What follows belongs to an exercise in optimizing a design on an open flow for small area, a short achievable clock period and few clock cycles; a production flow would make more cautious choices. Only simulation tests tie the RTL to the original design; equivalence was not proved.

## design/flow/config.mk

```make
export PLATFORM = sky130hd
export DESIGN_NAME = cu_compensate
export DESIGN_NICKNAME = cu_compensate
export VERILOG_FILES = /design/flow/design.v
export SDC_FILE = /design/flow/constraint.sdc
export NUM_CORES = 8
export LEC_CHECK = 0
export CAP_MARGIN = 20
export CORE_MARGIN = 2
export CORE_UTILIZATION = 40
export SLEW_MARGIN = 20
```

## design/flow/constraint.sdc

```tcl
create_clock -name core_clock -period 25.0 [get_ports {clk}]
set_input_delay 5.0000 -clock core_clock [delete_from_list [all_inputs] [get_ports {clk}]]
set_output_delay 5.0000 -clock core_clock [all_outputs]
set_load 0.01 [all_outputs]
```

## design/flow/design.v

```verilog
module cu_booth_mul (
    input  wire [24:0] s,
    input  wire [16:0] m,
    input  wire        neg,
    output wire [43:0] ps,
    output wire [43:0] pc
);
    wire [18:0] mx = {m[16], m, 1'b0};
    wire [25:0] s1 = {s[24], s};
    wire [25:0] s2 = {s, 1'b0};
    wire [43:0] row [0:9];
    reg  [43:0] nb;
    genvar i;
    generate
        for (i = 0; i < 9; i = i + 1) begin : g_row
            wire b2 = mx[2*i+2], b1 = mx[2*i+1], b0 = mx[2*i];
            wire one = b1 ^ b0;
            wire two = (b2 & ~b1 & ~b0) | (~b2 & b1 & b0);
            wire ng  = b2 ^ neg;
            wire [25:0] sel = one ? s1 : (two ? s2 : 26'd0);
            wire [25:0] r   = sel ^ {26{ng}};
            wire [25:0] u   = {~r[25], r[24:0]};
            assign row[i] = {18'd0, u} << (2*i);
        end
    endgenerate
    integer k;
    always @(*) begin
        nb = 44'd0;
        for (k = 0; k < 9; k = k + 1)
            nb[2*k] = mx[2*k+2] ^ neg;
    end
    assign row[9] = nb;
    function [87:0] csa;
        input [43:0] a, b, c;
        begin
            csa = {((a & b) | (a & c) | (b & c)) << 1, a ^ b ^ c};
        end
    endfunction
    wire [87:0] l1a = csa(row[0], row[1], row[2]);
    wire [87:0] l1b = csa(row[3], row[4], row[5]);
    wire [87:0] l1c = csa(row[6], row[7], row[8]);
    wire [87:0] l2a = csa(l1a[43:0], l1a[87:44], l1b[43:0]);
    wire [87:0] l2b = csa(l1b[87:44], l1c[43:0], l1c[87:44]);
    wire [87:0] l3a = csa(l2a[43:0], l2a[87:44], l2b[43:0]);
    wire [87:0] l4a = csa(l3a[43:0], l3a[87:44], l2b[87:44]);
    wire [87:0] l5a = csa(l4a[43:0], l4a[87:44], row[9]);
    assign ps = l5a[43:0];
    assign pc = l5a[87:44];
endmodule
module cu_divstep (
    input  wire [34:0] r,
    input  wire [34:0] d,
    input  wire        f1,
    input  wire        f2,
    output wire        q1,
    output wire        q2,
    output wire [34:0] r2
);
    wire [35:0] x1  = {r, f1};
    wire [36:0] t1  = {1'b0, x1} - {2'b00, d};
    assign q1 = ~t1[36];
    wire [34:0] r1  = q1 ? t1[34:0] : x1[34:0];
    wire [35:0] x2  = {r1, f2};
    wire [36:0] t2  = {1'b0, x2} - {2'b00, d};
    assign q2 = ~t2[36];
    assign r2 = q2 ? t2[34:0] : x2[34:0];
endmodule
module cu_compensate (
    input  wire               clk,
    input  wire               rst,
    input  wire               start,
    input  wire        [15:0] cal_t1,      
    input  wire signed [15:0] cal_t2,
    input  wire signed [15:0] cal_t3,
    input  wire        [15:0] cal_p1,      
    input  wire signed [15:0] cal_p2,
    input  wire signed [15:0] cal_p3,
    input  wire signed [15:0] cal_p4,
    input  wire signed [15:0] cal_p5,
    input  wire signed [15:0] cal_p6,
    input  wire signed [15:0] cal_p7,
    input  wire signed [15:0] cal_p8,
    input  wire signed [15:0] cal_p9,
    input  wire        [19:0] adc_t,
    input  wire        [19:0] adc_p,
    output reg                done,
    output wire               err,         
    output wire        [31:0] temp,        
    output wire        [31:0] press_q8,    
    output wire        [24:0] press_pa     
);
    localparam W = 76;
    localparam [4:0] S_IDLE = 5'd0,  S_TA   = 5'd1,  S_TB   = 5'd2,  S_TC   = 5'd3,
                     S_TD   = 5'd4,  S_TE   = 5'd5,  S_TF   = 5'd6,  S_XS   = 5'd7,
                     S_ZS   = 5'd8,  S_Y6   = 5'd9,  S_NS   = 5'd10, S_MS   = 5'd11,
                     S_DIVF = 5'd12, S_DSI  = 5'd13, S_DIVS = 5'd14, S_DSCK = 5'd15,
                     S_PAF  = 5'd16, S_PAS0 = 5'd17, S_PAS1 = 5'd18, S_PB   = 5'd19,
                     S_PC   = 5'd20, S_PE   = 5'd21, S_DEGN = 5'd22, S_DNEG = 5'd23,
                     S_ERRX = 5'd24;
    localparam [3:0] C_T1 = 4'd0, C_T2 = 4'd1, C_T3 = 4'd2, C_P1 = 4'd3, C_P2 = 4'd4,
                     C_P3 = 4'd5, C_P4 = 4'd6, C_P5 = 4'd7, C_P6 = 4'd8, C_P7 = 4'd9,
                     C_P8 = 4'd10, C_P9 = 4'd11, C_AP = 4'd12;
    localparam [2:0] M_ZERO = 3'd0, M_CREG = 3'd1, M_CREG2 = 3'd2, M_ONE = 3'd3,
                     M_FIVE = 3'd4, M_SLO = 3'd5, M_VD = 3'd6, M_DD = 3'd7;
    localparam [2:0] A_ZERO = 3'd0, A_ACC = 3'd1, A_DROP = 3'd2, A_TV1 = 3'd3, A_C1 = 3'd4;
    localparam [3:0] B_ZERO = 4'd0, B_NCR = 4'd1, B_B3CR = 4'd2, B_BR20 = 4'd3, B_BR17 = 4'd4,
                     B_NCR35 = 4'd5, B_NCR31 = 4'd6, B_ND = 4'd7, B_CR15 = 4'd8;
    localparam [W-1:0] K0 = -((76'd1 << 25) + (76'd1 << 27) + (76'd1 << 29) + (76'd1 << 31) +
                              (76'd1 << 33) + (76'd1 << 35) + (76'd1 << 37) + (76'd1 << 39) +
                              (76'd1 << 41));
    localparam [W-1:0] KOFF0 = K0;
    localparam [W-1:0] KOFF1 = K0 << 16;
    localparam [W-1:0] KOFF2 = K0 << 32;
    localparam [W-1:0] KOFF3 = K0 << 48;
    reg  [4:0]   state;
    reg  [1:0]   j;           
    reg  [5:0]   cnt;         
    reg          pass2;       
    reg  [24:0]  S;
    reg  [19:0]  CREG, BREG;
    reg  [W-1:0] ACC, V;
    reg  [41:0]  D;
    reg  [17:0]  TC;
    reg          b3, sgnZ, sgnN, errr;
    reg          D_slow;      
    wire sgnQ = sgnN ^ sgnZ;
    wire [3:0] ev;
    assign ev[0] = (V[W-1:16] == {(W-16){V[W-1]}});
    assign ev[1] = (V[W-1:32] == {(W-32){V[W-1]}});
    assign ev[2] = (V[W-1:48] == {(W-48){V[W-1]}});
    assign ev[3] = (V[W-1:64] == {(W-64){V[W-1]}});
    wire [2:0] ed;
    assign ed[0] = (D[41:16] == {26{D[41]}});
    assign ed[1] = (D[41:32] == {10{D[41]}});
    assign ed[2] = 1'b1;
    reg  [2:0]  msel;
    reg         vxor;
    reg         mneg;
    reg  [1:0]  off;
    reg  [2:0]  asel;
    reg  [3:0]  bsel;
    reg  [W-1:0] kc;
    reg         last;
    always @(*) begin
        msel = M_ZERO; vxor = 1'b0; mneg = 1'b0; off = 2'd0;
        asel = A_ZERO; bsel = B_ZERO; kc = KOFF0; last = 1'b0;
        case (state)
            S_TA: begin msel = M_ONE; bsel = B_NCR; kc = KOFF0 + 76'd1; end
            S_TB: begin msel = M_CREG2; bsel = B_B3CR; end
            S_TC: begin msel = M_SLO; end
            S_TD: begin msel = M_CREG; asel = A_TV1; kc = KOFF0 + ((-76'd128000) << 14); end
            S_TE: begin msel = M_FIVE; kc = KOFF0 + 76'd640128; end
            S_TF: begin msel = M_CREG; bsel = B_BR20; end
            S_XS: begin
                msel = M_VD; off = j; asel = (j == 2'd0) ? A_ZERO : A_ACC;
                last = ev[j];
                case (j)
                    2'd0: kc = KOFF0 + (76'd1 << 55);
                    2'd1: kc = KOFF1;
                    2'd2: kc = KOFF2;
                    default: kc = KOFF3;
                endcase
            end
            S_ZS: begin
                msel = M_VD; off = j; asel = (j == 2'd0) ? A_ZERO : A_ACC; mneg = sgnZ;
                last = ev[j];
                case (j)
                    2'd0: kc = sgnZ ? (KOFF0 + (76'd1 << 33) - 76'd1) : KOFF0;
                    2'd1: kc = KOFF1;
                    2'd2: kc = KOFF2;
                    default: kc = KOFF3;
                endcase
            end
            S_Y6: begin msel = M_CREG; bsel = B_BR17; end
            S_NS: begin
                msel = M_VD; off = j; asel = (j == 2'd0) ? A_ZERO : A_ACC; mneg = 1'b1;
                last = (j != 2'd0) && ev[j];
                case (j)
                    2'd0: begin kc = KOFF0 + (76'd1 << 51) + 76'd1; bsel = B_NCR35; end
                    2'd1: begin kc = KOFF1 + 76'd1; bsel = B_NCR31; end
                    2'd2: kc = KOFF2;
                    default: kc = KOFF3;
                endcase
            end
            S_MS: begin
                msel = M_VD; off = j; asel = (j == 2'd0) ? A_ZERO : A_ACC; mneg = sgnN;
                last = ev[j];
                case (j)
                    2'd0: begin kc = sgnQ ? (KOFF0 + 76'd1) : KOFF0; bsel = B_ND; end
                    2'd1: kc = KOFF1;
                    2'd2: kc = KOFF2;
                    default: kc = KOFF3;
                endcase
            end
            S_PAF:  begin msel = M_CREG; end
            S_PAS0: begin msel = M_CREG; end
            S_PAS1: begin msel = M_CREG; off = 2'd1; asel = A_ACC; kc = KOFF1; end
            S_PB: begin
                msel = M_DD;
                if (pass2) begin
                    off = j; asel = A_ACC; last = ed[j];
                end else begin
                    off = (j == 2'd0) ? 2'd0 : j - 2'd1;
                    asel = (j == 2'd0) ? A_ZERO : (j == 2'd1) ? A_DROP : A_ACC;
                    last = (j != 2'd0) && ed[j];
                end
                case (off)
                    2'd0: kc = KOFF0;
                    2'd1: kc = KOFF1;
                    2'd2: kc = KOFF2;
                    default: kc = KOFF3;
                endcase
            end
            S_PC: begin
                msel = M_VD; vxor = 1'b1;
                off = (j == 2'd0) ? 2'd0 : j - 2'd1;
                asel = (j == 2'd0) ? A_C1 : (j == 2'd1) ? A_DROP : A_ACC;
                bsel = (j == 2'd1) ? B_CR15 : B_ZERO;
                last = (j != 2'd0) && ev[j];
                case (off)
                    2'd0: kc = KOFF0;
                    2'd1: kc = KOFF1;
                    2'd2: kc = KOFF2;
                    default: kc = KOFF3;
                endcase
            end
            S_PE: begin asel = A_ACC; kc = KOFF0 + (76'd1 << 18); end
            default: ;
        endcase
    end
    wire [W-1:0] Vx = V ^ {W{vxor & sgnQ}};
    reg  [15:0] vdig;
    reg         vsgn;
    always @(*) begin
        case (j)
            2'd0: begin vdig = Vx[15:0];  vsgn = Vx[16]; end
            2'd1: begin vdig = Vx[31:16]; vsgn = Vx[32]; end
            2'd2: begin vdig = Vx[47:32]; vsgn = Vx[48]; end
            default: begin vdig = Vx[63:48]; vsgn = Vx[64]; end
        endcase
    end
    reg  [15:0] ddig;
    reg         dsgn;
    always @(*) begin
        case (j)
            2'd0: begin ddig = D[15:0];  dsgn = D[16]; end
            2'd1: begin ddig = D[31:16]; dsgn = D[32]; end
            default: begin ddig = {{6{D[41]}}, D[41:32]}; dsgn = D[41]; end
        endcase
    end
    reg [16:0] M;
    always @(*) begin
        case (msel)
            M_CREG:  M = CREG[16:0];
            M_CREG2: M = {CREG[15:0], 1'b0};
            M_ONE:   M = 17'd1;
            M_FIVE:  M = 17'd5;
            M_SLO:   M = S[16:0];
            M_VD:    M = {last & vsgn, vdig};
            M_DD:    M = {last & dsgn, ddig};
            default: M = 17'd0;
        endcase
    end
    wire [43:0] Ps, Pc;
    cu_booth_mul u_mul (.s(S), .m(M), .neg(mneg), .ps(Ps), .pc(Pc));
    reg [W-1:0] Psp, Pcp;
    always @(*) begin
        case (off)
            2'd0: begin Psp = {32'd0, Ps};        Pcp = {32'd0, Pc}; end
            2'd1: begin Psp = {16'd0, Ps, 16'd0}; Pcp = {16'd0, Pc, 16'd0}; end
            2'd2: begin Psp = {Ps, 32'd0};        Pcp = {Pc, 32'd0}; end
            default: begin Psp = {Ps[27:0], 48'd0}; Pcp = {Pc[27:0], 48'd0}; end
        endcase
    end
    reg [W-1:0] Aterm;
    always @(*) begin
        case (asel)
            A_ACC:  Aterm = ACC;
            A_DROP: Aterm = {{16{ACC[W-1]}}, ACC[W-1:16]};
            A_TV1:  Aterm = {ACC[W-4:11], 14'd0};
            A_C1:   Aterm = {ACC[W-11:9], 19'd0};
            default: Aterm = {W{1'b0}};
        endcase
    end
    wire [W-1:0] cr_s = {{(W-20){CREG[19]}}, CREG};
    wire [W-1:0] cr_z = {{(W-20){1'b0}}, CREG};
    wire [W-1:0] br_s = {{(W-20){BREG[19]}}, BREG};
    reg  [W-1:0] Bterm;
    always @(*) begin
        case (bsel)
            B_NCR:   Bterm = ~cr_z;
            B_B3CR:  Bterm = b3 ? cr_s : {W{1'b0}};
            B_BR20:  Bterm = br_s << 20;
            B_BR17:  Bterm = br_s << 17;
            B_NCR35: Bterm = ~(cr_s << 35);
            B_NCR31: Bterm = ~(cr_z << 31);
            B_ND:    Bterm = sgnQ ? ~{{(W-42){D[41]}}, D} : {W{1'b0}};
            B_CR15:  Bterm = cr_s << 15;
            default: Bterm = {W{1'b0}};
        endcase
    end
    wire [W-1:0] T = Psp + Pcp + Aterm + Bterm + kc;
    wire        dfast = (state == S_DIVF);
    wire        f1 = dfast ? V[35] : V[W-1];
    wire        f2 = dfast ? V[34] : V[W-2];
    wire        q1, q2;
    wire [34:0] r2;
    cu_divstep u_div (.r(ACC[34:0]), .d(D[34:0]), .f1(f1), .f2(f2), .q1(q1), .q2(q2), .r2(r2));
    reg [3:0]  csel;
    reg        cload;
    reg [19:0] cin;
    always @(*) begin
        case (csel)
            C_T1: cin = {4'd0, cal_t1};
            C_T2: cin = {{4{cal_t2[15]}}, cal_t2};
            C_T3: cin = {{4{cal_t3[15]}}, cal_t3};
            C_P1: cin = {4'd0, cal_p1};
            C_P2: cin = {{4{cal_p2[15]}}, cal_p2};
            C_P3: cin = {{4{cal_p3[15]}}, cal_p3};
            C_P4: cin = {{4{cal_p4[15]}}, cal_p4};
            C_P5: cin = {{4{cal_p5[15]}}, cal_p5};
            C_P6: cin = {{4{cal_p6[15]}}, cal_p6};
            C_P7: cin = {{4{cal_p7[15]}}, cal_p7};
            C_P8: cin = {{4{cal_p8[15]}}, cal_p8};
            C_P9: cin = {{4{cal_p9[15]}}, cal_p9};
            default: cin = adc_p;
        endcase
    end
    wire [W-1:0] Vsx = V ^ {W{sgnQ}};                
    wire [24:0]  ph_lo = {9'd0, Vsx[28:13]};
    wire [24:0]  ph_hi = Vsx[53:29];
    always @(*) begin
        csel = C_T1; cload = 1'b0;
        case (state)
            S_IDLE: begin csel = C_T1; cload = start; end
            S_TA:   begin csel = C_T2; cload = 1'b1; end
            S_TB:   begin csel = C_T3; cload = 1'b1; end
            S_TD:   begin csel = C_P2; cload = 1'b1; end
            S_TE:   begin csel = C_P3; cload = 1'b1; end
            S_TF:   begin csel = C_P1; cload = 1'b1; end
            S_XS:   begin csel = C_P5; cload = last; end
            S_ZS:   begin csel = C_P6; cload = last; end
            S_Y6:   begin csel = C_P4; cload = 1'b1; end
            S_NS:   begin csel = (j == 2'd0) ? C_AP : C_P9; cload = (j == 2'd0) | last; end
            S_PAF:  begin csel = C_P8; cload = 1'b1; end
            S_PAS1: begin csel = C_P8; cload = 1'b1; end
            S_PB:   begin csel = C_P7; cload = last & (pass2 | ~D_slow); end
            default: ;
        endcase
    end
    wire Tallsame41 = (T[W-1:41] == {(W-41){T[W-1]}});
    wire Tallsame63 = (T[W-1:63] == {(W-63){T[W-1]}});
    always @(posedge clk) begin
        if (cload) begin
            CREG <= cin;
            BREG <= CREG;
        end
        if (rst) begin
            state <= S_IDLE;
            done  <= 1'b0;
        end else begin
            done <= 1'b0;
            case (state)
                S_IDLE: if (start) begin
                    S  <= {9'd0, adc_t[19:4]};
                    b3 <= adc_t[3];
                    state <= S_TA;
                end
                S_TA: begin S <= T[24:0]; state <= S_TB; end
                S_TB: begin ACC <= T; state <= S_TC; end
                S_TC: begin S <= T[36:12]; state <= S_TD; end
                S_TD: begin
                    S <= T[38:14];
                    D <= {{18{T[37]}}, T[37:14]};
                    state <= S_TE;
                end
                S_TE: begin TC <= T[25:8]; state <= S_TF; end
                S_TF: begin V <= T; j <= 2'd0; state <= S_XS; end
                S_XS: begin
                    ACC <= T;
                    j <= j + 2'd1;
                    if (last) begin
                        V <= {{8{T[W-1]}}, T[W-1:8]};
                        sgnZ <= T[W-1];
                        S <= {9'd0, CREG[15:0]};
                        j <= 2'd0;
                        state <= S_ZS;
                    end
                end
                S_ZS: begin
                    ACC <= T;
                    j <= j + 2'd1;
                    if (last) begin
                        D <= {6'd0, T[68:33]};
                        S <= {D[23], D[23:0]};
                        j <= 2'd0;
                        state <= S_Y6;
                    end
                end
                S_Y6: begin V <= T; j <= 2'd0; state <= S_NS; end
                S_NS: begin
                    ACC <= T;
                    j <= j + 2'd1;
                    if (last) begin
                        V <= T;
                        sgnN <= T[W-1];
                        S <= 25'd3125;
                        j <= 2'd0;
                        state <= S_MS;
                    end
                end
                S_MS: begin
                    ACC <= T;
                    j <= j + 2'd1;
                    if (last) begin
                        V <= T;
                        ACC <= {{36{T[W-1]}}, T[W-1:36]};
                        j <= 2'd0;
                        cnt <= 6'd0;
                        if (D == 42'd0)       state <= S_DEGN;
                        else if (T[W-1])      state <= S_DNEG;
                        else                  state <= S_DIVF;
                    end
                end
                S_DIVF: begin
                    ACC <= {{(W-35){1'b0}}, r2};
                    cnt <= cnt + 6'd1;
                    if (cnt == 6'd0 && q1) begin
                        state <= S_DSI;                  
                    end else begin
                        V[35:0] <= {V[33:0], q1, q2};
                        if (cnt == 6'd0) V[W-1:36] <= {(W-36){1'b0}};
                        if (cnt == 6'd17) begin
                            S <= {2'b00, V[33:11]} ^ {25{sgnQ}};
                            D_slow <= 1'b0;
                            state <= S_PAF;
                        end
                    end
                end
                S_DSI: begin
                    ACC <= {W{1'b0}};
                    cnt <= 6'd0;
                    state <= S_DIVS;
                end
                S_DIVS: begin
                    ACC <= {{(W-35){1'b0}}, r2};
                    V <= {V[W-3:0], q1, q2};
                    cnt <= cnt + 6'd1;
                    if (cnt == 6'd37) state <= S_DSCK;
                end
                S_DSCK: begin
                    if (V[W-1:53] != {(W-53){1'b0}}) state <= S_ERRX;
                    else begin
                        S <= ph_lo;
                        D_slow <= 1'b1;
                        state <= S_PAS0;
                    end
                end
                S_PAF: begin
                    D <= T[41:0];
                    j <= 2'd0;
                    pass2 <= 1'b0;
                    state <= S_PB;
                end
                S_PAS0: begin ACC <= T; S <= ph_hi; state <= S_PAS1; end
                S_PAS1: begin
                    D <= T[41:0];
                    S <= ph_lo;
                    j <= 2'd0;
                    pass2 <= 1'b0;
                    if (!Tallsame41) state <= S_ERRX;
                    else             state <= S_PB;
                end
                S_PB: begin
                    ACC <= T;
                    j <= j + 2'd1;
                    if (last) begin
                        j <= 2'd0;
                        if (D_slow && !pass2) begin
                            S <= ph_hi;
                            pass2 <= 1'b1;
                        end else begin
                            S <= {5'd0, ~CREG[15], {3{CREG[15]}}, CREG[15:0]};    
                            if (!Tallsame63) state <= S_ERRX;
                            else             state <= S_PC;
                        end
                    end
                end
                S_PC: begin
                    ACC <= T;
                    j <= j + 2'd1;
                    if (last) begin
                        V <= T;
                        state <= S_PE;
                    end
                end
                S_PE: begin
                    ACC <= T;
                    errr <= (V[W-1:43] != {(W-43){1'b0}});
                    done <= 1'b1;
                    state <= S_IDLE;
                end
                S_DEGN: begin
                    ACC <= {W{1'b0}};
                    V <= {W{1'b0}};
                    errr <= 1'b0;
                    done <= 1'b1;
                    state <= S_IDLE;
                end
                S_DNEG: begin
                    V <= {W{1'b1}};                       
                    S <= 25'd0;
                    D_slow <= 1'b0;
                    state <= S_PAF;
                end
                default: begin    
                    errr <= 1'b1;
                    done <= 1'b1;
                    state <= S_IDLE;
                end
            endcase
        end
    end
    assign err      = errr;
    assign temp     = {{14{TC[17]}}, TC};
    assign press_q8 = V[42:11];
    assign press_pa = ACC[43:19];
endmodule
```

## design/flow/run.sh

```bash
#!/bin/bash
# synth_recipe.tcl (not shown) runs the flow's synth.tcl, then flattens the netlist and writes it again
# the make line also repeats each setting of config.mk as NAME=value (left out here)
make -C /OpenROAD-flow-scripts/flow DESIGN_CONFIG=/design/flow/config.mk WORK_HOME=/design/flow/orfs CLKGATE_MAP_FILE= SYNTH_SCRIPT=/design/flow/synth_recipe.tcl finish
```

==> flow_summary.ini <==
[logic_synthesis]
synthXorXnorAreaFrac_pct = 9.24
syn_avg_cell_area_sq_um = 8.38
synth_mux_area_share_pct = 2.11
yosysWarnings = 2
synth_compound_area_share_pct = 26.0
syn_area_sq_mm = 0.0480
synth_nets = 6586
synthTopCellsByArea = edfxtp_1 18%, fa_1 16%, xnor2_1 6.4%, ha_1 6.3%, a21oi_1 4.0%
synthCells = 5729
yosys_register_bits = 297
synth_top_family_by_area = compound AO/OA/AOI/OAI gates
ys_async_sr_fraction_pct = 0
synthAdderAreaFrac_pct = 22.2
synth.top_cell.area_share_pct = 18.2
synth_edf_count = 291
ys_seq_area_share_pct = 18.5
yosysMostFrequentCell = nand2_1
synth_common_cells = 497 x nand2_1, 481 x inv_1, 421 x nor2_1, 380 x a21oi_1, 380 x fa_1
ys_types = 111
ys.flop_type = edfxtp_1
yosysTopAreaCell = edfxtp_1
yosys.area_share.simple_pct = 13.2

[sta]
rsz0062_at_grt = no
fmax_ghz = 0.0611
slew_violations = 0
fin_crit_sh_pct = 65.5
hold_viol_final = 0
tightest_slew_ps = 1360
layout_min_cycle_time_ps = 16360
max-slew-margin-rel_pct = 9.02
fin_worst_skew_ps = 44.9
setup_violations = 0
finalSetupTns_ps = 0

[detailed_routing]
drt_iter0_drc = 8172
avgViaCountPerCell = 6.72
wl_um = 265000
num_vias = 49844
ant_nets = 0
dr.pass1.iters = 7
drc = 0
wire_per_inst_um = 35.7

[global_route]
gr-total-overflow = 0
grt_pass1_wl_um = 368000
grt_usage_pct = 42.3
grt_start_max_net_pins = 69
antenna_found_initial = 16
grt_pass1_vias = 47512

[setup_path]
critPathMaxStageDelay_ps = 1040
critPathRequiredTime_ps = 25480
cpMostUsedCell = fa_1
worst-path-max-fanout = 65
cp.arrival_ps = 16840
crit_type = flop to flop
endpoint_kind = flop
cpMaxStageDelayCell = o41ai_1
worstSetupStartpointType = flop

[die]
start_util_pct = 40.2
rows = 127
core-area_sq_mm = 0.119
die_h_um = 350
die_area_sq_mm = 0.123
ioPinCount = 326
die_w_um = 350

[clocking]
clk_pin_slew_ps = 60
cts_made_buffers = 39
cts_max_level = 2
clock_latency_ps = 630
post_cts_buffers = 0
cts_resized = 0
cts_tree = yes
cts-root-buf = clkbuf_16
clock-sinks = 297
hold_buffers = 0
clk_path_buf_depth = 3

[cells_and_area]
area_growth_pct = 13.5
num-nets-final = 6616
drive_gt1_share_pct = 7.60
final_util_pct = 45.6
layoutNonFillerInstCount = 7414
finalInstanceArea_sq_mm = 0.0545

[place]
post-dp-hpwl_um = 202000
placed_cells = 7326
port_buffers = 322
placed_cell_area_sq_mm = 0.0530
place_congestion = 1.09

[status]
status = complete, no violations

[worst_hold_path]
hp-class = flop to flop

[job]
cap_viol_max_count = 0
-- state kept, by name (all words and copies together) (netlist names), 2 cells and up --
signal / count
S: 25
cnt: 6
V: 76
CREG: 20
ACC: 76
BREG: 20
D: 42
TC: 18
state: 5
j: 2
-- per-stage QoR --
step                      hold slack [ps]  setup WS [ps]
after CTS                             616           9120
after floorplan                       424           7050
final                                 605           8640
after global routing                  656           8350
after global placement                599           9200
after detailed placement              606           9240
-- cell families after synthesis --
logic type	after synthesis
buffers and inverters	1025
and+or+nand+nor	1375
xor gates and xnor gates	500
AOI/OAI and AO/OA	1810
DFF	297
adders and majority gates	622
muxes	100
-- placed cells by master (no fill, tap or decap), types with 83 or more instances in the layout --
cell and count:
edfxtp_1 291, a22oi_1 237, o221ai_1 83, buf_4 199
xnor2_1 340, o21ai_0 319, a221oi_1 137, inv_1 481
clkdlybuf4s50_1 322, xor2_1 116, o22ai_1 89, ha_1 241
fa_1 380, mux2i_1 91, nor2_1 405, nand2_1 496
a21oi_1 377
-- cell type report --
cell class                      instances  area [sq um]
Tap cell                             1612          2020
Fill cell                           11974         65000
Timing Repair Buffer                  525          4780
Antenna cell                           13          32.5
Inverter                              489          1840
Multi-Input combinational cell       4407         35600
Clock buffer                           47          1020
Sequential cell                       297          8860
Clock inverter                         24           320
-- worst max-delay path, delay by kind of cell, from the launching register on --
family,cells,cell delay (ps)
AO/OA/AOI/OAI,13,5750
adder cells (fa/ha/maj),9,4490
XOR/XNOR,5,2430
buffers and inverters,8,2190
AND/OR/NAND/NOR,4,720
flip-flops,1,520
-- final timing paths --
check / from / to / slack, ps / cells past startpoint
worst max-delay path: sgnZ / state[3] / 8640 / 39
worst min-delay path: V[72] / V[74] / 610 / 2
worst max register to register: sgnZ / state[3] / 8640 / 39
worst min register to register: V[72] / V[74] / 610 / 2
-- layer usage --
| layer | vias up | track usage [%] | share of wire, % |
|---|---|---|---|
| li1 | 20714 | - | - |
| met3 | 839 | 12.1 | 12 |
| met5 | - | 0 | 0.026 |
| met1 | 24629 | 54.9 | 38 |
| met2 | 3652 | 61.7 | 42 |
| met4 | 10 | 26.5 | 7.5 |
Testbench counts, summed over its fixed seeds: cycles 17,672.

-- re-timing with driven ports --
The results above use ideal ports. As a check the final layout listed here was re-extracted and re-timed, cells and wires unchanged.
Step 1 assumes that a clkbuf_16 drives the clock port and a buf_2 every other input.
Step 2 moves the port delays by t, midway between the first and last clock arrival at a register: inputs arrive t later, outputs are due t later. That takes back most of the time a late clock gives input paths.
a / b / c = ideal ports / drivers / drivers and shift; a / b = the first two.
t (ns): 0.684
setup WS [ns]: 8.635 / 8.635 / 8.635
hold WS [ns]: 0.605 / 0.605 / 0.605
latest minus earliest clock arrival (ns): 0.045 / 0.045
pins driven straight from the clock port: 1
After both steps setup and hold are still met in this run. For this run, drivers alone change the setup slack by 0.000 ns; drivers and shift together by 0.000 ns.
